Background: an optimization exercise with open tools, aiming at small area. Do not read the settings as production practice.
At most, simulation tests tie the RTL to the original design; equivalence was not proved.
No functional check of the RTL was part of run 2.
Power is estimated from default activity; no workload was simulated.

==> design/flow/flow/run.sh <==
#!/bin/bash
# Own layout flow: the standard flow with two changes.
#  - synthesis: the standard flow's script, with ABC's default mapping script and without
#    the full-adder extraction (smaller logic; registers are unchanged);
#  - port buffers: the smallest buffer cell instead of the default choice.
set -euo pipefail
HERE=$(pwd)
sed "1a source $HERE/flow/synth_override.tcl" synth_recipe.tcl > own_synth.tcl
sed "s#SYNTH_SCRIPT=[^ ]*#SYNTH_SCRIPT=$HERE/own_synth.tcl#" standard.sh > own_standard.sh
export BUFFER_PORTS_ARGS="-buffer_cell sky130_fd_sc_hd__buf_1"
bash own_standard.sh > own_flow.log 2>&1
==> design/flow/flow/abc.script <==
strash
&get -n
&fraig -x
&put
scorr
dc2
strash
&get -n
&dch -f
&nf -R 1000
&put
==> design/flow/flow/synth_override.tcl <==
# Read by the synthesis script before ORFS's synth.tcl: map the logic with
# this flow's ABC script (an area-oriented one), keep full adders out of the
# adder mapping, and buffer pass-through wires with the smallest buffer.
if { [info exists ::env(ADDER_MAP_FILE)] } { unset ::env(ADDER_MAP_FILE) }
set ::env(MIN_BUF_CELL_AND_PORTS) "sky130_fd_sc_hd__buf_1 A X"
set own_abc_script [file join [file dirname [info script]] abc.script]
proc abc {args} {
  global own_abc_script
  set i [lsearch -exact $args -script]
  if { $i >= 0 } { set args [lreplace $args [expr {$i + 1}] [expr {$i + 1}] $own_abc_script] }
  puts "abc (own flow): $args"
  yosys abc {*}$args
}
==> design/flow/standard.sh <==
#!/bin/bash
# synth_recipe.tcl (not shown) runs the flow's synth.tcl, then flattens the netlist and writes it again
# the make line also repeats each setting of config.mk as NAME=value (left out here)
make -C /OpenROAD-flow-scripts/flow DESIGN_CONFIG=/design/flow/config.mk WORK_HOME=/design/flow/orfs CLKGATE_MAP_FILE= SYNTH_SCRIPT=/design/flow/synth_recipe.tcl "${@:-finish}"
==> design/flow/config.mk <==
export PLATFORM = sky130hd
export DESIGN_NAME = esfp_rx
export DESIGN_NICKNAME = esfp_rx
export VERILOG_FILES = /design/flow/design.v
export SDC_FILE = /design/flow/constraint.sdc
export NUM_CORES = 4
export LEC_CHECK = 0
export ABC_CLOCK_PERIOD_IN_PS = 10000
export CAP_MARGIN = 20
export CORE_MARGIN = 2
export CORE_UTILIZATION = 40
export CTS_BUF_LIST = sky130_fd_sc_hd__clkbuf_8
export SLEW_MARGIN = 20
==> design/flow/constraint.sdc <==
create_clock -name core_clock -period 10.0 [get_ports {clk}]
set_input_delay 2.0000 -clock core_clock [delete_from_list [all_inputs] [get_ports {clk}]]
set_output_delay 2.0000 -clock core_clock [all_outputs]
set_load 0.01 [all_outputs]
==> design/flow/design.v <==
module esfp_rx #(
    parameter BUF_SIZE = 1514
) (
    input  wire         clk,
    input  wire         rst,         
    input  wire [127:0] lip,         
    input  wire         rx_valid,
    input  wire [7:0]   rx_data,
    input  wire         rx_last,
    output reg          done,
    output reg  [4:0]   disp,
    output reg          ck_done,
    output reg          ckok,
    output wire [31:0]  ckacc,
    output wire [15:0]  ckres
);
    localparam [4:0] DROP_OVERSIZE = 5'd1,  DROP_SHORT    = 5'd2,  DROP_ETHERTYPE = 5'd3,
                     DROP_VERSION  = 5'd4,  DROP_LENGTH   = 5'd5,  DROP_UL_SHORT  = 5'd6,
                     DROP_UDP_LEN  = 5'd7,  DROP_CKSUM    = 5'd8,  IGN_NH         = 5'd9,
                     IGN_ICMP_TYPE = 5'd10, IGN_NS_TARGET = 5'd11, REPLIED_NA     = 5'd12,
                     REPLIED_ECHO  = 5'd13, DELIVERED_NA  = 5'd14, DELIVERED_UDP  = 5'd15;
    function [26:0] radd;
        input [25:0] a;
        input [25:0] b;
        input        c;
        integer i;
        reg cy;
        begin
            cy = c;
            for (i = 0; i < 26; i = i + 1) begin
                radd[i] = a[i] ^ b[i] ^ cy;
                cy = (a[i] & b[i]) | (cy & (a[i] ^ b[i]));
            end
            radd[26] = cy;
        end
    endfunction
    function rlt11;
        input [10:0] a;
        input [10:0] b;
        integer i;
        reg lt;
        begin
            lt = 1'b0;
            for (i = 0; i < 11; i = i + 1)
                lt = (~a[i] & b[i]) | (~(a[i] ^ b[i]) & lt);
            rlt11 = lt;
        end
    endfunction
    localparam [10:0] Q0   = 11'd1994;           
    localparam [10:0] QSAT = 11'd1461;           
    reg  [10:0] q;
    reg  [10:0] plen;        
    reg         eth_bad;     
    reg         ver_bad;     
    reg         nh_icmp;     
    reg         nh_udp;      
    reg  [1:0]  ty;          
    reg         tgt_eq;      
    reg         ulen_ok;     
    reg  [15:0] fld;         
    reg  [25:0] acc;         
    reg         c16;         
    reg         seg;         
    reg         eac;         
    reg         fin1, fin2, fin3;  
    wire        neg     = (&q[10:6]) && (q[5] || q[4] || (q[3] && (q[2] || q[1])));
    wire        in_addr = &q[10:5];                  
    wire        is_fld  = (nh_icmp && q[10:1] == 10'd1) || (nh_udp && q[10:1] == 10'd3);
    wire        p18     = q == Q0 + 11'd18;
    wire        p19     = q == Q0 + 11'd19;
    wire        p20     = q == Q0 + 11'd20;
    wire        summed  = in_addr || p18 || p19 || p20 || (seg && !is_fld);
    wire        lowb    = q[0] || p20;               
    wire [7:0]  addb    = (rx_valid && summed) ? rx_data : 8'd0;
    wire [15:0] acc_b   = p18 ? 16'd0 : acc[15:0];
    wire [26:0] lo_n    = radd({10'd0, acc_b}, lowb ? {18'd0, addb} : {10'd0, addb, 8'd0}, 1'b0);
    wire [26:0] hi_n    = radd({16'd0, acc[25:16]}, 26'd0, c16);
    wire        qsat    = q == QSAT;
    wire [26:0] q_n     = radd({15'd0, q}, 26'd0, rx_valid && !qsat);
    wire [10:0] q_nx    = done ? Q0 : q_n[10:0];
    wire [3:0]  tk      = {~q[3], q[2:0]};
    reg  [7:0]  lip_b;
    integer k;
    always @(*) begin
        lip_b = 8'd0;
        for (k = 0; k < 16; k = k + 1)
            lip_b = lip_b | (lip[8*(15 - k) +: 8] & {8{tk == k}});
    end
    wire        in_tgt  = q[10:3] == 8'd1 || q[10:3] == 8'd2;
    wire [15:0] nlo     = ~acc[15:0];
    wire [15:0] nhi     = {6'h3F, ~acc[25:16]};
    wire [26:0] fold0   = radd({10'd0, nlo}, {10'd0, nhi}, 1'b0);
    wire [7:0]  plen_b  = q[0] ? plen[7:0] : {5'd0, plen[10:8]};
    always @(posedge clk) begin
        if (rst) begin
            q    <= Q0;
            fin1 <= 1'b0;
            fin2 <= 1'b0;
            fin3 <= 1'b0;
            done <= 1'b0;
        end else begin
            fin1 <= rx_valid && rx_last;
            fin2 <= fin1;
            fin3 <= fin2;
            done <= fin3;
            q    <= q_nx;
        end
        seg         <= rlt11(q_nx, plen);
        acc[15:0]   <= lo_n[15:0];
        c16         <= lo_n[16];
        acc[25:16]  <= p18 ? 10'd0 : hi_n[9:0];
        eac         <= fold0[16];
        ckok        <= ckres == fld;
        if (rx_valid) begin
            if (q == Q0 + 11'd12) eth_bad <= rx_data != 8'h86;
            if (q == Q0 + 11'd13 && rx_data != 8'hDD) eth_bad <= 1'b1;
            if (q == Q0 + 11'd14) ver_bad <= rx_data[7:4] != 4'd6;
            if (p18) begin
                plen[10:8] <= (|rx_data[7:3]) ? 3'b111 : rx_data[2:0];
            end
            if (p19) plen[7:0] <= rx_data;
            if (p20) begin
                nh_icmp <= rx_data == 8'd58;
                nh_udp  <= rx_data == 8'd17;
            end
            if (q == 11'd0)
                ty <= (rx_data == 8'd128) ? 2'd1 : (rx_data == 8'd135) ? 2'd2 :
                      (rx_data == 8'd136) ? 2'd3 : 2'd0;
            if (q == 11'd4) ulen_ok <= rx_data == plen_b;
            if (q == 11'd5 && rx_data != plen_b) ulen_ok <= 1'b0;
            if (in_tgt) tgt_eq <= (tgt_eq || q == 11'd8) && rx_data == lip_b;
            if (is_fld) fld <= {fld[7:0], rx_data};
        end
    end
    wire [26:0] fold2   = radd({10'd0, nlo}, {10'd0, nhi}, eac);
    assign ckres  = fold2[15:0];
    assign ckacc  = {6'd0, acc};
    wire lt4  = plen[10:2] == 9'd0;
    wire lt8  = plen[10:3] == 8'd0;
    wire lt24 = plen[10:5] == 6'd0 && !(plen[4] && plen[3]);
    always @(*) begin
        ck_done = 1'b0;
        if (qsat)
            disp = DROP_OVERSIZE;
        else if (neg)
            disp = DROP_SHORT;
        else if (eth_bad)
            disp = DROP_ETHERTYPE;
        else if (ver_bad)
            disp = DROP_VERSION;
        else if (seg)
            disp = DROP_LENGTH;
        else if (nh_icmp) begin
            if (lt4)
                disp = DROP_UL_SHORT;
            else begin
                ck_done = 1'b1;
                if (!ckok)
                    disp = DROP_CKSUM;
                else if (ty[1] && lt24)
                    disp = DROP_UL_SHORT;
                else if (ty == 2'd2)
                    disp = tgt_eq ? REPLIED_NA : IGN_NS_TARGET;
                else if (ty == 2'd3)
                    disp = DELIVERED_NA;
                else if (ty == 2'd1)
                    disp = REPLIED_ECHO;
                else
                    disp = IGN_ICMP_TYPE;
            end
        end else if (nh_udp) begin
            if (lt8)
                disp = DROP_UL_SHORT;
            else if (!ulen_ok)
                disp = DROP_UDP_LEN;
            else begin
                ck_done = 1'b1;
                disp    = ckok ? DELIVERED_UDP : DROP_CKSUM;
            end
        end else
            disp = IGN_NH;
    end
endmodule
==> results.txt, run 1 <==
status=no timing/DRC/antenna violations; commonest non-fill, non-tap cells in the layout=188 x buf_1, 71 x nor2_1, 56 x nand2_1; DRT iter0 DRCs=552; hold path start=fin2; total gr overflow=0; crit start category=flip-flop; detail-routed net length per standard cell=18.2 µm; Crit Reg-Reg Endpoint=acc[15]; clock latency (worst-skew pair)=0.37 ns; Top FF cell, synth=dfxtp_1; Clock Sinks=80; share of layout cells above drive strength 1=0.0347; critical path, cell by cell=nand2b_1 -> nor2_1 -> a21oi_1 -> o22ai_1 -> o31a_1 -> nand2_1 -> nor3_1 -> a21oi_1 -> maj3_1 -> maj3_1 -> maj3_1 -> maj3_1 -> maj3_1 -> maj3_1 -> maj3_1 -> maj3_1 -> maj3_1 -> maj3_1 -> maj3_1 -> maj3_1 -> nor2_1 -> nor2_1 -> xnor2_1; pre-CTS setup slack=1.01 ns; Worst Setup SP=q[0]; most used cell along the critical path=maj3_1; Min-Delay Endpoint=fin3; Tightest Hold Check Type=flip-flop to flip-flop; Max Cap Viol=0; WL final=17.8 mm; final setup violation count=0; Synth Register Bits=80; post-synthesis sequential area ratio=0.380; Post-route DRC=0; CTS Root Cell=clkbuf_8; DRT antenna net count=0; crit path buf inv count=0; Power, Total=0.958 mW; CP peak stage delay=0.82 ns; CTS tree=built; GRT Resource Usage Total=0.253; antenna violations before repair=0; Synth Warn #=1; Post-synth EDFFs=35; Worst Reg2Reg Path Length in Cells=23; drt first pass iters=7; Starting Density=0.409; Peak Freq=0.115 GHz; Clock Pin Slew Worst Setup and Hold Paths=0.09 ns; Max Root-Sink Buffers=2; Worst path slowest cell=dfxtp_1; Layout fillers=1237; Peak supply drop=0.0598 mV; Final Hold Viols=0; Yosys cell types=46; top cell family by delay on the critical path=adder cells; largest net degree at the start of global routing=22; Critical Path RT=10.26 ns; Row Count=41; R2R Setup Slk=1.34 ns; RSZ-0062 raised after global routing=false; Crit path arrival time=8.92 ns; worst r2r src=q[0]; crit path max fanout=20; Min Hold Slack=0.445 ns; Nets=942; Area growth syn-to-layout=24.3%; Final Max Tran Viols=0; number of stages on the worst hold path=1; Port Buffer Count=188; Final min period=8.66 ns; Avg Inst Size Synth=8.66 µm²; PD cells=150 nW/µm²; post-CTS sizing=0; Setup WS post-layout=1.34 ns; Placer Congestion=0.916; first-pass GRT wire length=27.6 mm; placed inst area=6150 µm²; Setup crit end kind=flip-flop; critical path type=flip-flop to flip-flop; HPWL Detailed=13.9 mm; placed instance count=963; via count=5677; Layout Skew=0.0154 ns; die height=117 µm; TNS Setup=0 ns; CTS H-tree lvls=3; Die Area=13800 µm²; I/O Pins=196; Synth Instances=594; Antenna Cells=0; Final Cycle Share=0.866; commonest non-fill, non-tap cell in the layout=buf_1; post-CTS setup buffer count=0; vias in the first global route=5309; core area=12600 µm²; area of the mapped netlist=5140 µm²; DR vias/cell=5.80; clock buffer count from CTS=9; Post-Route Utilization=0.509; Hold-fix buffers, CTS=0; Pleak=2.14 nW; Die W=117 µm; Rel. slew slack=0.206; Final Cell Area=6390 µm²; fin cells=979; Least-Margin Pin Slew=1.18 ns; asr flop ratio synth=0
==> state kept, by name (all words and copies together), names as in the netlist, 2 cells and up <==
name  count
acc      26
plen     11
fld      16
ty        2
q        11
==> cells by family (layout without fill, tap and decap cells) <==
| kind of cell | Yosys count | count (layout) | synth area share |
|---|---|---|---|
| AOI/OAI and AO/OA | 141 | 141 | 0.194 |
| other | 1 | 7 | 0.000729 |
| xor gates and xnor gates | 72 | 72 | 0.123 |
| muxes | 3 | 3 | 0.00584 |
| and+or+nand+nor | 259 | 259 | 0.245 |
| buffers and inverters | 18 | 225 | 0.0131 |
| DFF | 80 | 80 | 0.380 |
| adders and majority gates | 20 | 20 | 0.0389 |
==> area by class of cell <==
class	count	area (µm²)	share of cell area
sequential	80	1950	0.305
inverter	11	41.3	0.00646
clock inverter	7	118	0.0184
timing repair buffer	198	781	0.122
multi-input combinational	502	3160	0.495
tap	172	215	0.0337
clock buffer	9	124	0.0194
==> power by group <==
part           internal (mW)  switching [mW]  leakage, nW
logic                  0.114           0.172         1.33
registers              0.353          0.0254        0.691
clock network          0.167           0.127        0.126
total                  0.634           0.325         2.14
==> synth_stat cells, drive strengths merged, types with 6 or more instances <==
cell    count  area, µm²
a22oi      21        158
o22ai       8       50.1
edfxtp     35       1050
buf         7       26.3
o21ai      21        105
dfxtp      45        901
nand2b     10       62.6
nand2      56        210
maj3       20        200
a211oi      6       45.0
nand3      28        140
nand4      15       93.8
a21oi      34        170
xor2       37        324
nor3       22        110
nor2       71        267
and2        9       56.3
a222oi     28        280
nor4        6       37.5
and3       12       75.1
or3         9       56.3
nor2b       6       37.5
xnor2      35        307
clkinv     11       41.3
a221oi      6       52.6
==> how the worst max path moves through the flow <==
stage	to	slack, ns	cells after the start
4_1_cts	acc[15]	1.38	20
5_1_grt	acc[15]	0.82	23
3_3_place_gp	acc[15]	1.25	20
3_5_place_dp	acc[15]	1.01	20
2_1_floorplan	acc[15]	1.95	19
6_report	acc[15]	1.34	23
==> metal layers <==
layer  global-route usage  vias to the layer above  share of wire
met3               0.0486                       41          0.075
met2                0.454                      298           0.51
met4                0.114                        0          0.034
li1                     -                     2686              -
met5                    0                        -              0
met1                0.291                     2652           0.38
==> run 2: changes to the inputs <==
--- a/design/flow/design.v
+++ b/design/flow/design.v
@@ -12,3 +12,3 @@
     output reg          ck_done,
-    output reg          ckok,
+    output wire         ckok,
     output wire [31:0]  ckacc,
@@ -64,3 +64,3 @@
     reg         eac;         
-    reg         fin1, fin2, fin3;  
+    reg         fin1, fin2;  
     wire        neg     = (&q[10:6]) && (q[5] || q[4] || (q[3] && (q[2] || q[1])));
@@ -89,5 +89,3 @@
     wire        in_tgt  = q[10:3] == 8'd1 || q[10:3] == 8'd2;
-    wire [15:0] nlo     = ~acc[15:0];
-    wire [15:0] nhi     = {6'h3F, ~acc[25:16]};
-    wire [26:0] fold0   = radd({10'd0, nlo}, {10'd0, nhi}, 1'b0);
+    wire [26:0] fold0   = radd({10'd0, acc[15:0]}, {16'd0, acc[25:16]}, 1'b0);
     wire [7:0]  plen_b  = q[0] ? plen[7:0] : {5'd0, plen[10:8]};
@@ -98,3 +96,2 @@
             fin2 <= 1'b0;
-            fin3 <= 1'b0;
             done <= 1'b0;
@@ -103,4 +100,3 @@
             fin2 <= fin1;
-            fin3 <= fin2;
-            done <= fin3;
+            done <= fin2;
             q    <= q_nx;
@@ -112,3 +108,2 @@
         eac         <= fold0[16];
-        ckok        <= ckres == fld;
         if (rx_valid) begin
@@ -134,4 +129,6 @@
     end
-    wire [26:0] fold2   = radd({10'd0, nlo}, {10'd0, nhi}, eac);
-    assign ckres  = fold2[15:0];
+    wire [26:0] fold2   = radd({10'd0, acc[15:0]}, {16'd0, acc[25:16]}, eac);
+    wire [15:0] folded  = fold2[15:0];
+    assign ckres  = (&folded) ? 16'hFFFF : ~folded;
+    assign ckok   = ckres == fld;
     assign ckacc  = {6'd0, acc};
==> design/flow/flow/synth_override.tcl (replaced) <==
# Read by the synthesis script before ORFS's synth.tcl: map the logic with
# ABC's default script (no -script), keep full adders out of the adder
# mapping, and buffer pass-through wires with the smallest buffer.
if { [info exists ::env(ADDER_MAP_FILE)] } { unset ::env(ADDER_MAP_FILE) }
set ::env(MIN_BUF_CELL_AND_PORTS) "sky130_fd_sc_hd__buf_1 A X"
proc abc {args} {
  set i [lsearch -exact $args -script]
  if { $i >= 0 } { set args [lreplace $args $i [expr {$i + 1}]] }
  puts "abc (own flow): $args"
  yosys abc {*}$args
}
removed: design/flow/flow/abc.script
==> run 2 against run 1 <==
Critical path depth unchanged. Flip-flop and latch count down 2. Non-clock buffer count up 8. Final cell count up 7.3%. Fmax down 7.0%. Critical path type is now flip-flop to primary output. Highest routed layer unchanged.
==> results.txt, run 2 <==
Synth Warn #=1; CTS H-tree lvls=3; Synth Instances=680; post-synthesis sequential area ratio=0.351; detail-routed net length per standard cell=19.3 µm; CTS Root Cell=clkbuf_8; Pleak=2.45 nW; post-CTS sizing=0; Final Cycle Share=0.932; Avg Inst Size Synth=8.02 µm²; Antenna Cells=0; largest net degree at the start of global routing=23; clock latency (worst-skew pair)=0.37 ns; crit path max fanout=16; Post-synth EDFFs=35; count leader, synth=nor2_1; Starting Density=0.410; DR vias/cell=5.76; crit start category=flip-flop; Setup WS post-layout=0.684 ns; top cell type by total area after synthesis=edfxtp_1; Synth Register Bits=78; Nets=1009; Top Registers=acc (26), fld (16); I/O Pins=196; post-CTS setup buffer count=0; Die Area=14600 µm²; critical path type=flip-flop to primary output; pre-CTS setup slack=1.07 ns; vias in the first global route=5693; Placer Congestion=0.979; Post-route DRC=0; Yosys cell types=51; Setup crit end kind=primary output; Least-Margin Pin Slew=1.03 ns; Crit path arrival time=7.32 ns; die height=121 µm; total gr overflow=0; clock buffer count from CTS=9; Final Max Tran Viols=0; Rel. slew slack=0.314; Tightest Hold Check Type=flip-flop to flip-flop; Max Root-Sink Buffers=2; Most flops, register=acc; Synth area leaders=edfxtp_1 19%, dfxtp_1 16%, xnor2_1 5.8%; drt first pass iters=8; Port Buffer Count=188; asr flop ratio synth=0; WL final=20.3 mm; DRT iter0 DRCs=741; GRT Resource Usage Total=0.275; RSZ-0062 raised after global routing=false; Die W=121 µm; commonest non-fill, non-tap cells in the layout=188 x buf_1, 79 x nor2_1, 64 x nand2_1; Peak supply drop=0.0673 mV; HPWL Detailed=15.7 mm; Final Cell Area=6650 µm²; post-synth top area share=0.193; Area growth syn-to-layout=21.9%; placed inst area=6400 µm²; DRT antenna net count=0; final setup violation count=0; status=no timing/DRC/antenna violations; Final min period=9.32 ns; Final Hold Viols=0; top cells by count, synth=79 x nor2_1, 64 x nand2_1, 44 x nor3_1; PD cells=138 nW/µm²; antenna violations before repair=0; Clock Pin Slew Worst Setup and Hold Paths=0.08 ns; area of the mapped netlist=5450 µm²; Largest register FFs=26; CTS tree=built; share of layout cells above drive strength 1=0.0446; TNS Setup=0 ns; Hold-fix buffers, CTS=0; via count=6052; first-pass GRT wire length=31.3 mm; Peak Freq=0.107 GHz; Layout Skew=0.0126 ns; commonest non-fill, non-tap cell in the layout=buf_1; core area=13300 µm²; Clock Sinks=78; Critical Path RT=8.00 ns; Top FF cell, synth=dfxtp_1; Row Count=42; Max Cap Viol=0
run 2: cell count changes in the layout (fill, tap and decap cells not counted), moves of 9 or more:
cell,delta
a21boi_0,+11
and2_0,-9
and2_1,+10
clkinv_1,-11
inv_1,+24
maj3_1,-10
nand3_1,-11
nor2b_1,+10
nor3_1,+23
nor4_1,+9
o21a_1,+11
o21ai_0,+10
xor2_1,-15
run 2: final timing paths:
check,from,to,slack (ns),cells after the start
hold reg to reg,fin1,fin2,0.44,1
setup reg to reg,q[2],c16,4.05,21
hold / removal,fin1,fin2,0.44,1
setup / recovery,acc[16],disp[1],0.68,23
run 2: worst max-delay path, cell delays in order (launching register included):
cell and delay, ns:
dfxtp_1 0.39, maj3_1 0.40, a21oi_1 0.23, o21ai_0 0.18, maj3_1 0.42, maj3_1 0.41
maj3_1 0.41, maj3_1 0.41, maj3_1 0.41, maj3_1 0.40, maj3_1 0.49, and3_1 0.25
nor4_1 0.27, buf_4 0.24, a21boi_0 0.17, a22o_1 0.27, nor4_1 0.26, nand4_1 0.24
nor2_1 0.29, a22o_1 0.20, a211oi_1 0.05, o31ai_1 0.20, and2_1 0.16, buf_1 0.17
run 2: cell families after synthesis:
logic type / after synthesis / share of synthesized area
buf+inv: 58 / 0.0399
xor+xnor: 58 / 0.0932
mux: 4 / 0.00735
flops: 78 / 0.351
simple gates: 296 / 0.264
other cells: 1 / 0.000688
compound gates: 175 / 0.226
fa+ha+maj: 10 / 0.0184
run 2: layout make-up:
cell class,count,area (µm²)
Timing Repair Buffer,206,838
Multi-Input combinational cell,550,3350
Sequential cell,78,1910
Fill cell,1332,6650
Inverter,24,90.1
Clock inverter,7,114
Tap cell,176,220
Clock buffer,9,124
run 2: metal layers:
layer  track usage  wire (µm)  part of all wire  vias up
met1         0.396       9180              0.45     2864
met4        0.0712        308             0.015        0
met3        0.0443       1520             0.075       29
met5             0          0                 0        -
li1              -          -                 -     2907
met2         0.429       9250              0.46      252
run 2: metrics by stage:
stage	std cells	hold WS (ns)	utilization	power [mW]
final	1050	0.442	0.500	0.920
after global routing	1050	0.469	0.500	0.965
after CTS	1049	0.449	0.500	0.922
after detailed placement	1033	0.424	0.482	0.636
after global placement	1033	0.417	0.481	0.634
after floorplan	686	0.414	-	0.538
run 2: power by group:
group          switching, mW  total [mW]  internal, mW  leakage [nW]
Combinational          0.164       0.270         0.106          1.65
Sequential            0.0203       0.363         0.342         0.675
Clock                  0.122       0.287         0.165         0.125
Total                  0.306       0.920         0.613          2.45
==> run 3: changes to the inputs <==
--- a/design/flow/design.v
+++ b/design/flow/design.v
@@ -12,3 +12,3 @@
     output reg          ck_done,
-    output wire         ckok,
+    output reg          ckok,
     output wire [31:0]  ckacc,
@@ -64,3 +64,3 @@
     reg         eac;         
-    reg         fin1, fin2;  
+    reg         fin1, fin2, fin3;  
     wire        neg     = (&q[10:6]) && (q[5] || q[4] || (q[3] && (q[2] || q[1])));
@@ -89,3 +89,5 @@
     wire        in_tgt  = q[10:3] == 8'd1 || q[10:3] == 8'd2;
-    wire [26:0] fold0   = radd({10'd0, acc[15:0]}, {16'd0, acc[25:16]}, 1'b0);
+    wire [15:0] nlo     = ~acc[15:0];
+    wire [15:0] nhi     = {6'h3F, ~acc[25:16]};
+    wire [26:0] fold0   = radd({10'd0, nlo}, {10'd0, nhi}, 1'b0);
     wire [7:0]  plen_b  = q[0] ? plen[7:0] : {5'd0, plen[10:8]};
@@ -96,2 +98,3 @@
             fin2 <= 1'b0;
+            fin3 <= 1'b0;
             done <= 1'b0;
@@ -100,3 +103,4 @@
             fin2 <= fin1;
-            done <= fin2;
+            fin3 <= fin2;
+            done <= fin3;
             q    <= q_nx;
@@ -108,2 +112,3 @@
         eac         <= fold0[16];
+        ckok        <= ckres == fld;
         if (rx_valid) begin
@@ -129,6 +134,4 @@
     end
-    wire [26:0] fold2   = radd({10'd0, acc[15:0]}, {16'd0, acc[25:16]}, eac);
-    wire [15:0] folded  = fold2[15:0];
-    assign ckres  = (&folded) ? 16'hFFFF : ~folded;
-    assign ckok   = ckres == fld;
+    wire [26:0] fold2   = radd({10'd0, nlo}, {10'd0, nhi}, eac);
+    assign ckres  = fold2[15:0];
     assign ckacc  = {6'd0, acc};
==> design/flow/flow/run.sh (replaced) <==
#!/bin/bash
# Own layout flow: the standard flow with these changes.
#  - synthesis: the standard flow's script, with an area-oriented ABC script and full
#    adders only in the adder extraction (registers are unchanged);
#  - port buffers: the smallest buffer cell instead of the default choice;
#  - clock tree: no dummy load cells.
set -euo pipefail
HERE=$(pwd)
sed "1a source $HERE/flow/synth_override.tcl" synth_recipe.tcl > own_synth.tcl
sed "s#SYNTH_SCRIPT=[^ ]*#SYNTH_SCRIPT=$HERE/own_synth.tcl#" standard.sh > own_standard.sh
export BUFFER_PORTS_ARGS="-buffer_cell sky130_fd_sc_hd__buf_1"
export CTS_ARGS="-sink_clustering_enable -repair_clock_nets -dont_use_dummy_load -sink_clustering_size 30 -sink_clustering_max_diameter 100 -buf_list sky130_fd_sc_hd__clkbuf_8"
bash own_standard.sh > own_flow.log 2>&1
==> design/flow/flow/abc.script (new file) <==
strash
&get -n
&fraig -x
&put
scorr
dc2
strash
&get -n
&dch -f
&nf -R 1000
&put
==> design/flow/flow/synth_override.tcl (replaced) <==
# Read by the synthesis script before ORFS's synth.tcl: map the logic with
# this flow's ABC script (an area-oriented one), extract only full adders
# (no half adders) for the adder mapping, and buffer pass-through wires with
# the smallest buffer.
set ::env(MIN_BUF_CELL_AND_PORTS) "sky130_fd_sc_hd__buf_1 A X"
set own_abc_script [file join [file dirname [info script]] abc.script]
proc abc {args} {
  global own_abc_script
  set i [lsearch -exact $args -script]
  if { $i >= 0 } { set args [lreplace $args [expr {$i + 1}] [expr {$i + 1}] $own_abc_script] }
  puts "abc (own flow): $args"
  yosys abc {*}$args
}
proc extract_fa {args} {
  puts "extract_fa (own flow): -fa"
  yosys extract_fa -fa
}
--- a/design/flow/config.mk
+++ b/design/flow/config.mk
@@ -10,4 +10,3 @@
 export CORE_MARGIN = 2
-export CORE_UTILIZATION = 40
-export CTS_BUF_LIST = sky130_fd_sc_hd__clkbuf_8
+export CORE_UTILIZATION = 55
 export SLEW_MARGIN = 20
==> run 3 against run 2 <==
Clock-buffer cell count did not move. Via count decreased by 8.1%. Flip-flop and latch count rose by 2.
==> results.txt, run 3 <==
status=no timing/DRC/antenna violations; Rel. slew slack=0.247; count leader, synth=nor2_1; CTS Root Cell=clkbuf_8; detail-routed net length per standard cell=20.4 µm; top cell type by total area after synthesis=edfxtp_1; largest net degree at the start of global routing=21; placed instance count=861; WL met1=6.43 mm; total gr overflow=0; antenna violations before repair=0; routed wl met3=1.54 mm; RSZ-0062 raised after global routing=false; top cells by count, synth=76 x nor2_1, 50 x nand2_1, 45 x dfxtp_1; Hold-fix buffers, CTS=0; commonest non-fill, non-tap cells in the layout=188 x buf_1, 76 x nor2_1, 50 x nand2_1; CTS H-tree lvls=3; Pleak=2.14 nW; Final Max Tran Viols=0; Final min period=8.47 ns; Top FF cell, synth=dfxtp_1; fin cells=870; number of stages on the worst hold path=1; Final Cycle Share=0.847; asr flop ratio synth=0; Max Cap Viol=0; post-CTS setup buffer count=0; final setup violation count=0; Antenna Cells=0; WL final=17.7 mm; share of layout cells above drive strength 1=0.0198; Crit path arrival time=8.77 ns; Row Count=35; HPWL Detailed=13.9 mm; Critical Path RT=10.31 ns; sw power=0.171 mW; Synth Instances=558; power share of the sequential group=0.555; Post-route DRC=0; area of the mapped netlist=5060 µm²; clock share of power=0.295; post-synth top area share=0.208; internal power=0.461 mW; post-synthesis sequential area ratio=0.386; Setup crit end kind=flip-flop; Placer Congestion=1.06; uppermost routed layer=met4; crit start category=flip-flop; Die Area=9990 µm²; Final Hold Viols=0; CTS tree=built; TNS Setup=0 ns; clock buffer count from CTS=9; logic gate share of total power=0.151; Synth Register Bits=80; critical path type=flip-flop to flip-flop; Clock Pin Slew Worst Setup and Hold Paths=0.08 ns; commonest non-fill, non-tap cell in the layout=buf_1; DRT iter0 DRCs=647; met2 routed WL=8.52 mm; Avg Inst Size Synth=9.07 µm²; DRT antenna net count=0; Final Cell Area=6070 µm²; Most flops, register=acc; Max Root-Sink Buffers=2; drt first pass iters=8; I/O Pins=196; Peak supply drop=0.0529 mV; PD cells=104 nW/µm²; Layout Skew=0.0215 ns; core area=9060 µm²; Nets=926; Power, Total=0.632 mW; Clock Sinks=80; DR vias/cell=6.39; Top Registers=acc (26), fld (16); Port Buffer Count=188; Die W=99.9 µm; Largest register FFs=26; die height=99.9 µm; crit path max fanout=10; Post-synth EDFFs=35; Synth Warn #=1; via count=5563; GRT Resource Usage Total=0.359; Net Sw Frac=0.270; clock latency (worst-skew pair)=0.36 ns; Least-Margin Pin Slew=1.12 ns; first-pass GRT wire length=27.2 mm; Worst Reg2Reg Path Length in Cells=27; vias in the first global route=5379; placed inst area=5940 µm²; Yosys cell types=48; post-CTS sizing=0; Synth area leaders=edfxtp_1 21%, dfxtp_1 18%, fa_1 9.9%; Tightest Hold Check Type=flip-flop to flip-flop; Peak Freq=0.118 GHz; Area growth syn-to-layout=19.9%; Starting Density=0.558
run 3: per-stage QoR:
step                      hold slack [ns]  setup slack, ns  utilization
after floorplan                     0.414             1.92            -
after global placement              0.420             1.40        0.655
after detailed placement            0.425             1.29        0.655
after CTS                           0.445             1.63        0.669
after global routing                0.457             1.14        0.670
final                               0.444             1.53        0.670
run 3: final cells by class:
class,count,area [µm²]
Clock buffer,9,124
Fill cell,786,3000
Inverter,27,101
Tap cell,111,139
Multi-Input combinational cell,450,3010
Sequential cell,80,1950
Timing Repair Buffer,193,743
run 3: worst max-delay path, cell delays in order, from the launching register on:
cell and delay (ns):
dfxtp_1 0.38, or4_1 0.56, nor4_1 0.59, nand2_1 0.11, nand2_1 0.09, o31ai_1 0.08, o31a_1 0.42, nand2_1 0.15
nor3_1 0.08, fa_1 0.41, fa_1 0.40, fa_1 0.42, fa_1 0.40, fa_1 0.40, fa_1 0.40, fa_1 0.40
fa_1 0.38, fa_1 0.40, fa_1 0.39, fa_1 0.39, fa_1 0.37, clkinv_1 0.06, fa_1 0.18, clkinv_1 0.08
fa_1 0.36, clkinv_1 0.06, fa_1 0.40, clkinv_1 0.05
run 3: final timing paths:
kind	from	end	slack (ns)
worst max-delay path	q[7]	acc[15]	1.53
worst min-delay path	fin1	fin2	0.44
worst max register to register	q[7]	acc[15]	1.53
worst min register to register	fin1	fin2	0.44
run 3: routing by layer:
metal,up-vias,GRT usage
li1,2504,-
met1,2573,0.398
met2,395,0.615
met3,91,0.0738
met4,0,0.251
met5,-,0
run 3: cell families (layout without fill, tap and decap cells):
| family | Yosys count | count (layout) | share of synthesized area |
|---|---|---|---|
| and+or+nand+nor | 252 | 252 | 0.245 |
| AOI/OAI and AO/OA | 139 | 139 | 0.197 |
| DFF | 80 | 80 | 0.386 |
| buffers and inverters | 34 | 229 | 0.0252 |
| adders and majority gates | 26 | 26 | 0.101 |
| xor gates and xnor gates | 23 | 23 | 0.0398 |
| muxes | 3 | 3 | 0.00593 |
| other | 1 | 7 | 0.000741 |
run 3: power groups by stage:
stage                     registers [mW]  clock network (mW)  logic, mW
final                              0.350               0.186     0.0952
after global routing               0.351               0.197      0.104
after CTS                          0.350               0.188     0.0929
after detailed placement           0.358                   0     0.0926
after global placement             0.357                   0     0.0905
after floorplan                    0.357                   0     0.0469
==> run 4: changes to the inputs <==
--- a/design/flow/flow/run.sh
+++ b/design/flow/flow/run.sh
@@ -11,3 +11,3 @@
 export BUFFER_PORTS_ARGS="-buffer_cell sky130_fd_sc_hd__buf_1"
-export CTS_ARGS="-sink_clustering_enable -repair_clock_nets -dont_use_dummy_load -sink_clustering_size 30 -sink_clustering_max_diameter 100 -buf_list sky130_fd_sc_hd__clkbuf_8"
+export CTS_ARGS="-sink_clustering_enable -repair_clock_nets -dont_use_dummy_load -root_buf sky130_fd_sc_hd__clkbuf_8 -buf_list sky130_fd_sc_hd__clkbuf_4"
 bash own_standard.sh > own_flow.log 2>&1
--- a/design/flow/config.mk
+++ b/design/flow/config.mk
@@ -10,3 +10,3 @@
 export CORE_MARGIN = 2
-export CORE_UTILIZATION = 55
+export CORE_UTILIZATION = 65
 export SLEW_MARGIN = 20
==> run 4 against run 3 <==
Core utilization grew 12 points. Synthesized cell count unchanged. Setup slack worse by 0.15 ns. Flip-flop and latch count unchanged. Via count rose by 2.8%. Largest power group unchanged. Highest routed layer unchanged. Clock skew up 0.0017 ns. Clock power hardly changed. Cell area is 0.14% lower. Still clean.
==> results.txt, run 4 <==
Placer Congestion=1.01; Row Count=32; Setup crit end kind=flip-flop; antenna violations before repair=0; internal power=0.461 mW; top cells by count, synth=76 x nor2_1, 50 x nand2_1, 45 x dfxtp_1; Final min period=8.62 ns; Net Sw Frac=0.271; power share of the sequential group=0.553; share of layout cells above drive strength 1=0.0197; Clock Sinks=80; Peak Freq=0.116 GHz; Final Hold Viols=0; area of the multi-input gates=3010 µm²; Clock Pin Slew Worst Setup and Hold Paths=0.08 ns; crit path buf inv count=4; top cell family by delay on the critical path=adder cells; GRT Resource Usage Total=0.426; FF/Latch Area=1950 µm²; Synth area leaders=edfxtp_1 21%, dfxtp_1 18%, fa_1 9.9%; commonest non-fill, non-tap cell in the layout=buf_1; Pleak=2.15 nW; Worst path slowest cell=nor4_1; Critical Path RT=10.30 ns; Port Buffer Count=188; detail-routed net length per standard cell=20.6 µm; clock latency (worst-skew pair)=0.36 ns; Yosys cell types=48; post-synth top area share=0.208; drt first pass iters=9; top cell type by total area after synthesis=edfxtp_1; DR vias/cell=6.63; Max Cap Viol=0; sw power=0.172 mW; first-pass GRT wire length=27.8 mm; Layout fillers=534; Crit path arrival time=8.92 ns; I/O Pins=196; Top FF cell, synth=dfxtp_1; DRT antenna net count=0; count leader, synth=nor2_1; critical path type=flip-flop to flip-flop; Post-synth EDFFs=35; clock share of power=0.295; Final Cycle Share=0.862; Max Root-Sink Buffers=2; HPWL Detailed=13.7 mm; Worst Setup SP=q[7]; most used cell along the critical path=fa_1; Antenna Cells=0; Rel. slew slack=0.234; largest net degree at the start of global routing=21; Final Max Tran Viols=0; CTS Root Cell=clkbuf_8; commonest non-fill, non-tap cells in the layout=188 x buf_1, 76 x nor2_1, 50 x nand2_1; Tightest Hold Check Type=flip-flop to flip-flop; area of the mapped netlist=5060 µm²; WL final=17.8 mm; Hold-fix buffers, CTS=0; vias in the first global route=5381; Largest register FFs=26; post-synthesis sequential area ratio=0.386; Starting Density=0.662; Area growth syn-to-layout=19.7%; Peak supply drop=0.0793 mV; asr flop ratio synth=0; worst r2r src=q[7]; Setup WS post-layout=1.38 ns; crit path max fanout=10; post-CTS sizing=0; Synth Register Bits=80; pre-CTS setup slack=1.24 ns; Top Registers=acc (26), fld (16); Die Area=8510 µm²; Die W=92.3 µm; RSZ-0062 raised after global routing=false; post-CTS setup buffer count=0; PD cells=104 nW/µm²; status=no timing/DRC/antenna violations; logic gate share of total power=0.152; crit start category=flip-flop; Nets=927; Layout Skew=0.0232 ns; Post-route DRC=0; via count=5719; Synth Warn #=1; CP peak stage delay=0.60 ns; TNS Setup=0 ns; CTS H-tree lvls=3; die height=92.3 µm; total gr overflow=0; Synth Instances=558; core area=7650 µm²; Most flops, register=acc; DRT iter0 DRCs=884; clock buffer count from CTS=9; Least-Margin Pin Slew=1.14 ns; final setup violation count=0; Avg Inst Size Synth=9.07 µm²; CTS tree=built; hold path start=fld[14]
## run 4: cell counts after synthesis
Identical to the previous run, type by type.
## run 4: path summary, 6_finish.rpt
path	end	slack (ns)	depth (start not counted)
hold reg to reg	ckok	0.45	1
setup / recovery	acc[15]	1.38	27
hold / removal	ckok	0.45	1
setup reg to reg	acc[15]	1.38	27
## run 4: cells by family (layout without fill, tap and decap cells)
kind of cell / Yosys count / count (layout) / synth area share
adders and majority gates: 26 / 26 / 0.101
other: 1 / 7 / 0.000741
DFF: 80 / 80 / 0.386
and+or+nand+nor: 252 / 252 / 0.245
AOI/OAI and AO/OA: 139 / 139 / 0.197
muxes: 3 / 3 / 0.00593
buffers and inverters: 34 / 230 / 0.0252
xor gates and xnor gates: 23 / 23 / 0.0398
## run 4: layer usage
metal | vias to the layer above | GRT usage | share of wire
met5 | - | 0 | 0
met3 | 85 | 0.0813 | 0.10
met1 | 2594 | 0.522 | 0.36
met2 | 524 | 0.714 | 0.48
li1 | 2516 | - | -
met4 | 0 | 0.229 | 0.055
## run 4: power by group through the flow
stage / Clock [mW] / Sequential (mW) / Combinational, mW
6_report: 0.186 / 0.350 / 0.0961
5_1_grt: 0.196 / 0.351 / 0.103
4_1_cts: 0.186 / 0.350 / 0.0926
3_5_place_dp: 0 / 0.357 / 0.0920
3_3_place_gp: 0 / 0.357 / 0.0898
2_1_floorplan: 0 / 0.357 / 0.0469
## run 4: stage by stage
stage / cell area [µm²] / instances / total power, mW / hold slack, ns / util
floorplan: 5080 / 564 / 0.403 / 0.414 / -
global placement: 5940 / 853 / 0.447 / 0.423 / 0.776
detailed placement: 5940 / 853 / 0.449 / 0.429 / 0.776
CTS: 6060 / 862 / 0.628 / 0.452 / 0.793
global route: 6060 / 862 / 0.650 / 0.483 / 0.793
finish: 6060 / 862 / 0.633 / 0.451 / 0.793
## run 4: worst reg2reg max path: stages, from the launching register on
cell and delay (ns):
dfxtp_1 0.37, or4_1 0.59, nor4_1 0.60, nand2_1 0.13, nand2_1 0.09, o31ai_1 0.06
o31a_1 0.41, nand2_1 0.16, nor3_1 0.09, fa_1 0.41, fa_1 0.40, fa_1 0.42
fa_1 0.42, fa_1 0.42, fa_1 0.41, fa_1 0.39, fa_1 0.39, fa_1 0.38
fa_1 0.39, fa_1 0.42, fa_1 0.41, clkinv_1 0.07, fa_1 0.16, clkinv_1 0.07
fa_1 0.37, clkinv_1 0.07, fa_1 0.41, clkinv_1 0.05
## run 4: layout make-up
| cell class | count | area share |
|---|---|---|
| clock buffers | 9 | 0.0204 |
| multi-input cells | 450 | 0.496 |
| inverters | 27 | 0.0167 |
| repair buffers | 194 | 0.124 |
| well taps | 102 | 0.0211 |
| flip-flops and latches | 80 | 0.322 |
==> run 5: changes to the inputs <==
--- a/design/flow/config.mk
+++ b/design/flow/config.mk
@@ -8,5 +8,6 @@
 export ABC_CLOCK_PERIOD_IN_PS = 10000
-export CAP_MARGIN = 20
+export CAP_MARGIN = 10
 export CORE_MARGIN = 2
 export CORE_UTILIZATION = 65
-export SLEW_MARGIN = 20
+export GPL_TIMING_DRIVEN = 0
+export SLEW_MARGIN = 10
==> run 5 against run 4 <==
Via count increased by 0.26%. Critical path depth decreased by 4. Combinational power increased by 0.6%. Total power decreased by 0.23%. Wire length decreased by 0.59%. Die area unchanged. Largest power group unchanged. Synthesized cell count unchanged. Global-route usage decreased by 0.41 points. Core utilization increased by 0.065 points.
==> results.txt, run 5 <==
status=no timing/DRC/antenna violations; Synth Register Bits=80; drt first pass iters=8; Die Area=8510 µm²; Top FF cell, synth=dfxtp_1; Rel. slew slack=0.113; detail-routed net length per standard cell=20.5 µm; antenna violations before repair=0; Least-Margin Pin Slew=1.32 ns; DRT iter0 DRCs=847; Peak supply drop=0.0741 mV; TNS Setup=0 ns; first-pass GRT wire length=27.7 mm; Antenna Cells=0; Synth area leaders=edfxtp_1 21%, dfxtp_1 18%, fa_1 9.9%; DR vias/cell=6.64; Clock Sinks=80; post-CTS sizing=0; fin cells=864; Min-Delay Endpoint=done; Max Cap Viol=0; commonest non-fill, non-tap cell in the layout=buf_1; final setup violation count=0; Synth Warn #=1; Final Max Tran Viols=0; R2R Setup Slk=1.39 ns; Peak Freq=0.116 GHz; Hold-fix buffers, CTS=0; core area=7650 µm²; Layout fillers=537; CTS H-tree lvls=3; Starting Density=0.662; via count=5734; area of the multi-input gates=3020 µm²; Pleak=2.13 nW; Layout Skew=0.0225 ns; Tightest Hold Check Type=flip-flop to flip-flop; worst r2r src=q[2]; Area growth syn-to-layout=19.8%; clock buffer count from CTS=9; Final Hold Viols=0; largest net degree at the start of global routing=21; clock latency (worst-skew pair)=0.36 ns; vias in the first global route=5583; total gr overflow=0; I/O Pins=196; area of the mapped netlist=5060 µm²; CTS Root Cell=clkbuf_8; Most flops, register=acc; Post-synth EDFFs=35; Synth Instances=558; Critical Path RT=10.30 ns; crit path max fanout=19; commonest non-fill, non-tap cells in the layout=195 x buf_1, 76 x nor2_1, 50 x nand2_1; Port Buffer Count=188; post-synthesis sequential area ratio=0.386; Post-route DRC=0; count leader, synth=nor2_1; Row Count=32; Max Root-Sink Buffers=2; GRT Resource Usage Total=0.422; asr flop ratio synth=0; placed instance count=855; Setup crit end kind=flip-flop; critical path type=flip-flop to flip-flop; Largest register FFs=26; Min Hold Slack=0.450 ns; Final min period=8.61 ns; Avg Inst Size Synth=9.07 µm²; RSZ-0062 raised after global routing=false; HPWL Detailed=13.7 mm; WL final=17.7 mm; Die W=92.3 µm; CTS tree=built; post-CTS setup buffer count=0; FF/Latch Area=1950 µm²; post-synth top area share=0.208; share of layout cells above drive strength 1=0.0171; hold path start=fin3; Clock Pin Slew Worst Setup and Hold Paths=0.08 ns; number of stages on the worst hold path=1; Final Cycle Share=0.861; DRT antenna net count=0; Yosys cell types=48; top cells by count, synth=76 x nor2_1, 50 x nand2_1, 45 x dfxtp_1; die height=92.3 µm; crit start category=flip-flop; top cell type by total area after synthesis=edfxtp_1; Worst Reg2Reg Path Length in Cells=23; Placer Congestion=1.03; Crit path arrival time=8.91 ns; Top Registers=acc (26), fld (16); Crit Reg-Reg Endpoint=acc[15]; Nets=929; PD cells=104 nW/µm²
run 5: changes by cell type in the layout (fill, tap and decap cells not counted), sizes merged:
cell	before	now
buf	194	196
run 5: metal layers:
layer  track usage  wire (µm)
met4         0.223        983
met3        0.0896       2090
met1         0.501       6030
met2         0.721       8580
met5             0          0
run 5: area by class of cell:
| type | count | area share |
|---|---|---|
| sequential | 80 | 0.322 |
| buffer | 7 | 0.00433 |
| inverter | 27 | 0.0167 |
| tap | 102 | 0.0210 |
| multi-input combinational | 450 | 0.498 |
| clock buffer | 9 | 0.0204 |
| timing repair buffer | 189 | 0.118 |
run 5: where the power goes:
group          switching (mW)  total [mW]  internal, mW
clock                   0.103       0.184        0.0804
combinational          0.0586      0.0967        0.0380
sequential            0.00833       0.351         0.343
run 5: cell families (layout without fill, tap and decap cells):
group | after synthesis | in the layout | share of synthesized area
multiplexers | 3 | 3 | 0.00593
buffers and inverters | 34 | 232 | 0.0252
XOR/XNOR | 23 | 23 | 0.0398
AO/OA/AOI/OAI | 139 | 139 | 0.197
other | 1 | 7 | 0.000741
AND/OR/NAND/NOR | 252 | 252 | 0.245
adder cells (fa/ha/maj) | 26 | 26 | 0.101
flip-flops | 80 | 80 | 0.386
run 5: worst max-delay path by stage:
| stage | from | slack [ns] | to |
|---|---|---|---|
| after global routing | q[7] | 1.08 | acc[15] |
| after CTS | q[2] | 1.54 | acc[15] |
| after detailed placement | rx_valid | 1.29 | acc[15] |
| after floorplan | rx_valid | 1.92 | acc[15] |
| final | q[2] | 1.39 | acc[15] |
| after global placement | q[3] | 1.17 | acc[15] |
run 5: worst max-delay path, stage by stage (launching register included):
cell and delay, ns:
dfxtp_1 0.58, nand2_1 0.24, nor3_2 0.75, nand2_1 0.61, and2_0 0.39, fa_1 0.44, fa_1 0.39, fa_1 0.40
fa_1 0.40, fa_1 0.40, fa_1 0.39, fa_1 0.39, fa_1 0.41, fa_1 0.40, fa_1 0.39, fa_1 0.39
fa_1 0.37, clkinv_1 0.06, fa_1 0.16, clkinv_1 0.07, fa_1 0.36, clkinv_1 0.07, fa_1 0.41, clkinv_1 0.06
run 5: through the flow:
step / area [µm²] / worst slack (ns) / util / power [mW]
3_5_place_dp: 5940 / 1.29 / 0.776 / 0.451
3_3_place_gp: 5920 / 1.17 / 0.774 / 0.447
5_1_grt: 6070 / 1.08 / 0.793 / 0.651
6_report: 6070 / 1.39 / 0.793 / 0.631
4_1_cts: 6060 / 1.54 / 0.793 / 0.626
2_1_floorplan: 5080 / 1.92 / - / 0.403
==> run 6: changes to the inputs <==
--- a/design/flow/flow/run.sh
+++ b/design/flow/flow/run.sh
@@ -11,3 +11,3 @@
 export BUFFER_PORTS_ARGS="-buffer_cell sky130_fd_sc_hd__buf_1"
-export CTS_ARGS="-sink_clustering_enable -repair_clock_nets -dont_use_dummy_load -root_buf sky130_fd_sc_hd__clkbuf_8 -buf_list sky130_fd_sc_hd__clkbuf_4"
+export CTS_ARGS="-sink_clustering_enable -repair_clock_nets -dont_use_dummy_load -root_buf sky130_fd_sc_hd__clkbuf_8 -tree_buf sky130_fd_sc_hd__clkbuf_4 -buf_list sky130_fd_sc_hd__clkbuf_4"
 bash own_standard.sh > own_flow.log 2>&1
--- a/design/flow/config.mk
+++ b/design/flow/config.mk
@@ -8,6 +8,5 @@
 export ABC_CLOCK_PERIOD_IN_PS = 10000
-export CAP_MARGIN = 10
+export CAP_MARGIN = 20
 export CORE_MARGIN = 2
 export CORE_UTILIZATION = 65
-export GPL_TIMING_DRIVEN = 0
-export SLEW_MARGIN = 10
+export SLEW_MARGIN = 20
==> run 6 against run 5 <==
Still clean on timing, DRC and antenna. Die area unchanged. Fmax about the same. Synthesized area unchanged. Synthesized cell count unchanged. Clock-buffer cell count unchanged. Core utilization decreased by 0.065 points.
==> results.txt, run 6 <==
Yosys cell types=48; Worst Reg2Reg Path Length in Cells=27; Synth area leaders=edfxtp_1 21%, dfxtp_1 18%, fa_1 9.9%; Starting Density=0.662; antenna violations before repair=0; final setup violation count=0; Final Hold Viols=0; number of stages on the worst hold path=1; Hold-fix buffers, CTS=0; Max Root-Sink Buffers=2; share of layout cells above drive strength 1=0.0197; CTS H-tree lvls=3; CTS tree=built; Crit path arrival time=8.92 ns; TNS Setup=0 ns; Synth Instances=558; Max Cap Viol=0; Placer Congestion=1.01; placed instance count=853; Post-Route Utilization=0.793; DRT antenna net count=0; area of the mapped netlist=5060 µm²; hold path start=fld[14]; detail-routed net length per standard cell=20.6 µm; internal power=0.461 mW; Synth Warn #=1; Layout fillers=534; Net Sw Frac=0.271; largest net degree at the start of global routing=21; top cell type by total area after synthesis=edfxtp_1; clock share of power=0.295; placed inst area=5940 µm²; Tightest Hold Check Type=flip-flop to flip-flop; Peak Freq=0.116 GHz; commonest non-fill, non-tap cells in the layout=188 x buf_1, 76 x nor2_1, 50 x nand2_1; Rel. slew slack=0.234; post-synth top area share=0.208; Final Cell Area=6060 µm²; logic gate share of total power=0.152; Avg Inst Size Synth=9.07 µm²; Row Count=32; power share of the sequential group=0.553; Antenna Cells=0; via count=5719; core area=7650 µm²; Clock Sinks=80; Final Max Tran Viols=0; Layout Skew=0.0232 ns; Top Registers=acc (26), fld (16); R2R Setup Slk=1.38 ns; Post-route DRC=0; Final Cycle Share=0.862; Setup WS post-layout=1.38 ns; sw power=0.172 mW; Least-Margin Pin Slew=1.14 ns; Final min period=8.62 ns; post-synthesis sequential area ratio=0.386; count leader, synth=nor2_1; Most flops, register=acc; post-CTS setup buffer count=0; WL final=17.8 mm; crit start category=flip-flop; clock buffer count from CTS=9; Top FF cell, synth=dfxtp_1; DR vias/cell=6.63; GRT Resource Usage Total=0.426; HPWL Detailed=13.7 mm; Min-Delay Endpoint=ckok; PD cells=104 nW/µm²; Min Hold Slack=0.451 ns; Post-synth EDFFs=35; Die Area=8510 µm²; commonest non-fill, non-tap cell in the layout=buf_1; CTS Root Cell=clkbuf_8; Nets=927; Clock Pin Slew Worst Setup and Hold Paths=0.08 ns; post-CTS sizing=0; Pleak=2.15 nW; clock latency (worst-skew pair)=0.36 ns; crit path max fanout=10; I/O Pins=196; status=no timing/DRC/antenna violations; DRT iter0 DRCs=884; Power, Total=0.633 mW; vias in the first global route=5381; top cells by count, synth=76 x nor2_1, 50 x nand2_1, 45 x dfxtp_1; Crit Reg-Reg Endpoint=acc[15]; Port Buffer Count=188; fin cells=862; Synth Register Bits=80; die height=92.3 µm; total gr overflow=0; critical path type=flip-flop to flip-flop; Die W=92.3 µm; Area growth syn-to-layout=19.7%; Peak supply drop=0.0793 mV; pre-CTS setup slack=1.24 ns; asr flop ratio synth=0; RSZ-0062 raised after global routing=false; first-pass GRT wire length=27.8 mm; Largest register FFs=26; Critical Path RT=10.30 ns; drt first pass iters=9; worst r2r src=q[7]; Setup crit end kind=flip-flop
## run 6: cell counts after synthesis
Identical to the previous run, type by type.
## run 6: cells by family (layout without fill, tap and decap cells)
logic type,after synthesis,count (layout),share of synthesized area
AND/OR/NAND/NOR,252,252,0.245
AO/OA/AOI/OAI,139,139,0.197
flip-flops,80,80,0.386
buffers and inverters,34,230,0.0252
adder cells (fa/ha/maj),26,26,0.101
XOR/XNOR,23,23,0.0398
multiplexers,3,3,0.00593
other,1,7,0.000741
## run 6: how the worst max path moves through the flow
stage | to | from | slack [ns]
CTS | acc[15] | q[7] | 1.48
global route | acc[15] | q[7] | 1.09
detailed placement | acc[15] | rx_valid | 1.24
floorplan | acc[15] | rx_valid | 1.92
global placement | acc[15] | rx_valid | 1.47
finish | acc[15] | q[7] | 1.38
## run 6: worst max-delay path, cell delays in order (launching register included)
cell	delay, ns
dfxtp_1	0.37
or4_1	0.59
nor4_1	0.60
nand2_1	0.13
nand2_1	0.09
o31ai_1	0.06
o31a_1	0.41
nand2_1	0.16
nor3_1	0.09
fa_1	0.41
fa_1	0.40
fa_1	0.42
fa_1	0.42
fa_1	0.42
fa_1	0.41
fa_1	0.39
fa_1	0.39
fa_1	0.38
fa_1	0.39
fa_1	0.42
fa_1	0.41
clkinv_1	0.07
fa_1	0.16
clkinv_1	0.07
fa_1	0.37
clkinv_1	0.07
fa_1	0.41
clkinv_1	0.05
## run 6: layout make-up
class / instances / area [µm²] / share of cell area
timing repair buffer: 194 / 751 / 0.124
sequential: 80 / 1950 / 0.322
clock buffer: 9 / 124 / 0.0204
inverter: 27 / 101 / 0.0167
tap: 102 / 128 / 0.0211
multi-input combinational: 450 / 3010 / 0.496
## run 6: power groups by stage
stage	logic (mW)	registers (mW)	clock network, mW
3_3_place_gp	0.0898	0.357	0
5_1_grt	0.103	0.351	0.196
2_1_floorplan	0.0469	0.357	0
6_report	0.0961	0.350	0.186
3_5_place_dp	0.0920	0.357	0
4_1_cts	0.0926	0.350	0.186
## run 6: per-layer routing
layer | global-route usage | share of wire | wire [µm]
met4 | 0.229 | 0.055 | 976
met1 | 0.522 | 0.36 | 6460
met2 | 0.714 | 0.48 | 8500
met3 | 0.0813 | 0.10 | 1850
met5 | 0 | 0 | 0
==> run 7: changes to the inputs <==
--- a/design/flow/flow/run.sh
+++ b/design/flow/flow/run.sh
@@ -11,3 +11,3 @@
 export BUFFER_PORTS_ARGS="-buffer_cell sky130_fd_sc_hd__buf_1"
-export CTS_ARGS="-sink_clustering_enable -repair_clock_nets -dont_use_dummy_load -root_buf sky130_fd_sc_hd__clkbuf_8 -tree_buf sky130_fd_sc_hd__clkbuf_4 -buf_list sky130_fd_sc_hd__clkbuf_4"
+export CTS_ARGS="-sink_clustering_enable -repair_clock_nets -dont_use_dummy_load -buf_list sky130_fd_sc_hd__clkbuf_8"
 bash own_standard.sh > own_flow.log 2>&1
--- a/design/flow/config.mk
+++ b/design/flow/config.mk
@@ -10,3 +10,3 @@
 export CORE_MARGIN = 2
-export CORE_UTILIZATION = 65
+export CORE_UTILIZATION = 75
 export SLEW_MARGIN = 20
==> run 7 against run 6 <==
Synthesized cell count unchanged. The run now fails in global placement (3_3_place_gp). Synthesized area unchanged.
==> results.txt, run 7 <==
status=stopped before the end; Fail Step=global placement (3_3_place_gp); First Error=[ERROR GPL-0301] Utilization 100.865 % exceeds 100%.; count leader, synth=nor2_1; Row Count=29; Synth area leaders=edfxtp_1 21%, dfxtp_1 18%, fa_1 9.9%; Yosys cell types=48; Synth Register Bits=80; Synth Instances=558; die height=86.2 µm; top cell type by total area after synthesis=edfxtp_1; Die W=86.2 µm; top cells by count, synth=76 x nor2_1, 50 x nand2_1, 45 x dfxtp_1; Post-synth EDFFs=35; post-synthesis sequential area ratio=0.386; asr flop ratio synth=0; area of the mapped netlist=5060 µm²; I/O Pins=196; Avg Inst Size Synth=9.07 µm²; Starting Density=0.788; Top FF cell, synth=dfxtp_1; post-synth top area share=0.208; Port Buffer Count=188; Synth Warn #=1
==> run 7: cell counts after synthesis <==
Identical to the previous run, type by type.
==> run 7: cells by family after synthesis <==
group,Yosys count,synth area share
mux,3,0.00593
buf+inv,34,0.0252
simple gates,252,0.245
flops,80,0.386
other cells,1,0.000741
compound gates,139,0.197
fa+ha+maj,26,0.101
xor+xnor,23,0.0398
==> run 8: changes to the inputs <==
--- a/design/flow/config.mk
+++ b/design/flow/config.mk
@@ -10,3 +10,3 @@
 export CORE_MARGIN = 2
-export CORE_UTILIZATION = 75
+export CORE_UTILIZATION = 65
 export SLEW_MARGIN = 20
==> run 8 against run 7 <==
Now clean on timing, DRC and antenna. Synthesized area stayed put. Synthesized cell count stayed put.
==> results.txt, run 8 <==
status=no timing/DRC/antenna violations; asr flop ratio synth=0; Tightest Hold Check Type=flip-flop to flip-flop; CTS H-tree lvls=3; largest net degree at the start of global routing=21; hold path start=fld[14]; vias in the first global route=5381; Placer Congestion=1.01; Hold-fix buffers, CTS=0; antenna violations before repair=0; share of layout cells above drive strength 1=0.0197; Synth area leaders=edfxtp_1 21%, dfxtp_1 18%, fa_1 9.9%; Least-Margin Pin Slew=1.14 ns; first-pass GRT wire length=27.8 mm; Peak supply drop=0.0793 mV; CP peak stage delay=0.60 ns; Setup crit end kind=flip-flop; Synth Warn #=1; Nets=927; core area=7650 µm²; Final Hold Viols=0; Die W=92.3 µm; Top FF cell, synth=dfxtp_1; drt first pass iters=9; crit path max fanout=10; Most flops, register=acc; Final Cycle Share=0.862; DRT antenna net count=0; commonest non-fill, non-tap cell in the layout=buf_1; clock buffer count from CTS=9; die height=92.3 µm; count leader, synth=nor2_1; Min Hold Slack=0.451 ns; Starting Density=0.662; crit start category=flip-flop; clock latency (worst-skew pair)=0.36 ns; CTS tree=built; Synth Register Bits=80; post-CTS sizing=0; Row Count=32; Area growth syn-to-layout=19.7%; most used cell along the critical path=fa_1; top cell type by total area after synthesis=edfxtp_1; Post-synth EDFFs=35; Die Area=8510 µm²; Top Registers=acc (26), fld (16); Crit path arrival time=8.92 ns; Yosys cell types=48; HPWL Detailed=13.7 mm; R2R Setup Slk=1.38 ns; Max Cap Viol=0; via count=5719; total gr overflow=0; Clock Sinks=80; placed inst area=5940 µm²; Peak Freq=0.116 GHz; Avg Inst Size Synth=9.07 µm²; critical path type=flip-flop to flip-flop; post-CTS setup buffer count=0; Port Buffer Count=188; commonest non-fill, non-tap cells in the layout=188 x buf_1, 76 x nor2_1, 50 x nand2_1; I/O Pins=196; Pleak=2.15 nW; Post-route DRC=0; DR vias/cell=6.63; DRT iter0 DRCs=884; Final Max Tran Viols=0; GRT Resource Usage Total=0.426; detail-routed net length per standard cell=20.6 µm; area of the mapped netlist=5060 µm²; Worst Reg2Reg Path Length in Cells=27; Final Cell Area=6060 µm²; PD cells=104 nW/µm²; Min-Delay Endpoint=ckok; Power, Total=0.633 mW; Antenna Cells=0; WL final=17.8 mm; Clock Pin Slew Worst Setup and Hold Paths=0.08 ns; RSZ-0062 raised after global routing=false; Synth Instances=558; Worst path slowest cell=nor4_1; TNS Setup=0 ns; Largest register FFs=26; post-synth top area share=0.208; Critical Path RT=10.30 ns; Worst Setup SP=q[7]; Rel. slew slack=0.234; final setup violation count=0; post-synthesis sequential area ratio=0.386; worst r2r src=q[7]; Post-Route Utilization=0.793; Final min period=8.62 ns; Crit Reg-Reg Endpoint=acc[15]; top cells by count, synth=76 x nor2_1, 50 x nand2_1, 45 x dfxtp_1; CTS Root Cell=clkbuf_8; number of stages on the worst hold path=1; Max Root-Sink Buffers=2; Layout Skew=0.0232 ns
-- run 8: cell counts after synthesis --
Identical to the previous run, type by type.
-- run 8: how the worst max path moves through the flow --
| stage | end | cells past startpoint |
|---|---|---|
| after CTS | acc[15] | 27 |
| after floorplan | acc[15] | 22 |
| after global routing | acc[15] | 27 |
| after global placement | acc[15] | 23 |
| final | acc[15] | 27 |
| after detailed placement | acc[15] | 23 |
-- run 8: kinds of logic after synthesis --
| kind of cell | after synthesis | synth area share |
|---|---|---|
| and+or+nand+nor | 252 | 0.245 |
| AOI/OAI and AO/OA | 139 | 0.197 |
| DFF | 80 | 0.386 |
| buffers and inverters | 34 | 0.0252 |
| adders and majority gates | 26 | 0.101 |
| xor gates and xnor gates | 23 | 0.0398 |
| muxes | 3 | 0.00593 |
| other | 1 | 0.000741 |
-- run 8: area by class of cell --
class | count | area [µm²]
multi-input combinational | 450 | 3010
timing repair buffer | 194 | 751
tap | 102 | 128
sequential | 80 | 1950
fill | 534 | 1590
clock buffer | 9 | 124
inverter | 27 | 101
-- run 8: critical path: cells and delay by family (launching register included) --
kind | cells | cell delay, ns
simple gates | 6 | 1.66
compound gates | 2 | 0.47
fa+ha+maj | 15 | 5.80
buf+inv | 4 | 0.26
flops | 1 | 0.37
-- run 8: power breakdown --
group	total (mW)	leakage [nW]	switching, mW	internal (mW)
Combinational	0.0961	1.39	0.0584	0.0378
Clock	0.186	0.0647	0.106	0.0805
Sequential	0.350	0.690	0.00749	0.343
-- run 8: through the flow --
stage,std cells,setup slack (ns)
after global routing,862,1.09
after global placement,853,1.47
final,862,1.38
after floorplan,564,1.92
after detailed placement,853,1.24
after CTS,862,1.48
-- run 8: per-layer routing --
layer	routed length [µm]	global-route usage	up-vias
met5	0	0	-
met1	6460	0.522	2594
met3	1850	0.0813	85
met2	8500	0.714	524
li1	-	-	2516
met4	976	0.229	0
==> run 9: changes to the inputs <==
==> design/flow/flow/abc.script (replaced) <==
strash
&get -n
&fraig -x
&put
scorr
dc2
strash
dc2
strash
&get -n
&dch -f
&nf -R 1000
&put
==> run 9 against run 8 <==
Core utilization rose by 0.25 points. Sequential power rose by 18%. Global-route usage rose by 1.5 points. Flip-flop and latch count did not move. Clock power barely moved. Clock-buffer cell count did not move. Final cell count fell by 0.12%. Sequential share of layout area rose by 0.067 points. Fmax fell by 0.64%. Setup slack got worse by 0.056 ns. Register-to-register slack improved by 0.15 ns. Die area fell by 0.28%. Critical endpoint unchanged.
==> results.txt, run 9 <==
TNS Setup=0 ns; Max Cap Viol=0; largest net degree at the start of global routing=23; Tightest Hold Check Type=flip-flop to flip-flop; WL final=18.8 mm; Final Hold Viols=0; RSZ-0062 raised after global routing=false; critical path type=input pin to flip-flop; Most flops, register=acc; post-CTS sizing=0; fin cells=861; placed inst area=5920 µm²; internal power=0.557 mW; Worst Setup SP=rx_valid; Row Count=32; Yosys cell types=45; Least-Margin Pin Slew=1.13 ns; Setup WS post-layout=1.33 ns; total gr overflow=0; Clock Pin Slew Worst Setup and Hold Paths=0.08 ns; Die W=92.1 µm; GRT Resource Usage Total=0.441; post-synthesis sequential area ratio=0.387; Final Cell Area=6050 µm²; clock share of power=0.211; status=no timing/DRC/antenna violations; area of the mapped netlist=5050 µm²; simple-gate share of the synthesized area=0.227; HPWL Detailed=14.5 mm; Starting Density=0.663; R2R Setup Slk=1.53 ns; count leader, synth=nor2_1; Max Root-Sink Buffers=2; die height=92.1 µm; Crit path arrival time=8.97 ns; Avg Inst Size Synth=9.05 µm²; DRT iter0 DRCs=959; DRT antenna net count=0; sw power=0.330 mW; share of layout cells above drive strength 1=0.0211; via count=5851; Final min period=8.67 ns; Synth Register Bits=80; Synth Instances=558; asr flop ratio synth=0; crit path max fanout=11; PD cells=147 nW/µm²; final setup violation count=0; clock buffer count from CTS=9; Post-route DRC=0; power share of the sequential group=0.467; Placer Congestion=1.02; Net Sw Frac=0.372; post-CTS setup buffer count=0; commonest non-fill, non-tap cells in the layout=188 x buf_1, 77 x nor2_1, 50 x nand2_1; detail-routed net length per standard cell=21.8 µm; Post-synth EDFFs=35; Pleak=2.07 nW; Synth Warn #=1; Worst Reg2Reg Path Length in Cells=24; CP Capture Point=acc[15]; Peak Freq=0.115 GHz; clock latency (worst-skew pair)=0.37 ns; Final Max Tran Viols=0; post-synthesis mux area share=0.00595; Synth Area in Compound Gates=0.218; top cells by count, synth=77 x nor2_1, 50 x nand2_1, 45 x dfxtp_1; placed instance count=852; core area=7610 µm²; pre-CTS setup slack=1.07 ns; CTS H-tree lvls=3
## run 9: cell count changes after synthesis, moves of 4 or more
cell / previous run / this run
a31oi_1: 4 / 8
and3_1: 16 / 12
clkinv_1: 27 / 31
xor2_1: 10 / 5
## run 9: final cells by class
cell class,instances,area [µm²]
Timing Repair Buffer,193,743
Multi-Input combinational cell,446,2990
Fill cell,488,1560
Inverter,31,116
Clock buffer,9,124
Tap cell,102,128
Sequential cell,80,1950
## run 9: cells by family (layout without fill, tap and decap cells)
| logic type | count (synthesis) | after routing |
|---|---|---|
| buffers and inverters | 38 | 233 |
| other | 1 | 7 |
| adder cells (fa/ha/maj) | 25 | 25 |
| XOR/XNOR | 20 | 20 |
| flip-flops | 80 | 80 |
| multiplexers | 3 | 3 |
| AND/OR/NAND/NOR | 239 | 239 |
| AO/OA/AOI/OAI | 152 | 152 |
## run 9: per-layer routing
layer | up-vias | routed length, µm | track usage
li1 | 2524 | - | -
met1 | 2656 | 6400 | 0.558
met2 | 559 | 8950 | 0.737
met3 | 112 | 2330 | 0.0764
met4 | 0 | 1070 | 0.211
met5 | - | 0 | 0
## run 9: worst min path at each step
stage | start | end | slack (ns) | cells after the start
floorplan | fin3 | done | 0.41 | 1
global placement | fin3 | done | 0.42 | 1
detailed placement | fin2 | fin3 | 0.43 | 1
CTS | fin3 | done | 0.46 | 1
global route | fin1 | fin2 | 0.47 | 1
finish | fin3 | done | 0.45 | 1
## run 9: metrics by stage
| step | util | hold WS (ns) | total power [mW] |
|---|---|---|---|
| finish | 0.795 | 0.448 | 0.886 |
| global route | 0.795 | 0.466 | 0.916 |
| CTS | 0.794 | 0.456 | 0.874 |
| detailed placement | 0.778 | 0.434 | 0.693 |
| global placement | 0.777 | 0.419 | 0.677 |
| floorplan | - | 0.414 | 0.574 |
## run 9: worst max-delay path: stages
cell and delay (ns):
buf_1 0.23, clkinv_1 0.16, a31oi_1 0.16, nand2_1 0.25
nor2_1 0.08, fa_1 0.43, fa_1 0.39, fa_1 0.40
fa_1 0.42, fa_1 0.40, fa_1 0.39, fa_1 0.42
fa_1 0.42, fa_1 0.39, fa_1 0.39, fa_1 0.40
fa_1 0.41, clkinv_1 0.07, fa_1 0.16, clkinv_1 0.08
fa_1 0.38, clkinv_1 0.08, fa_1 0.40, clkinv_1 0.06
## run 9: power by group through the flow
stage / clock (mW) / sequential [mW] / combinational [mW]
5_1_grt: 0.194 / 0.417 / 0.305
6_report: 0.187 / 0.414 / 0.285
3_5_place_dp: 0 / 0.418 / 0.275
2_1_floorplan: 0 / 0.419 / 0.155
4_1_cts: 0.183 / 0.411 / 0.279
3_3_place_gp: 0 / 0.415 / 0.262

Check on run 9: ideal ports give 1.328 ns setup slack; a clkbuf_16 on the clock port and buf_2 on the inputs give 1.341 ns; moving port delays by the midpoint clock arrival (0.381 ns) as well gives 0.961 ns.
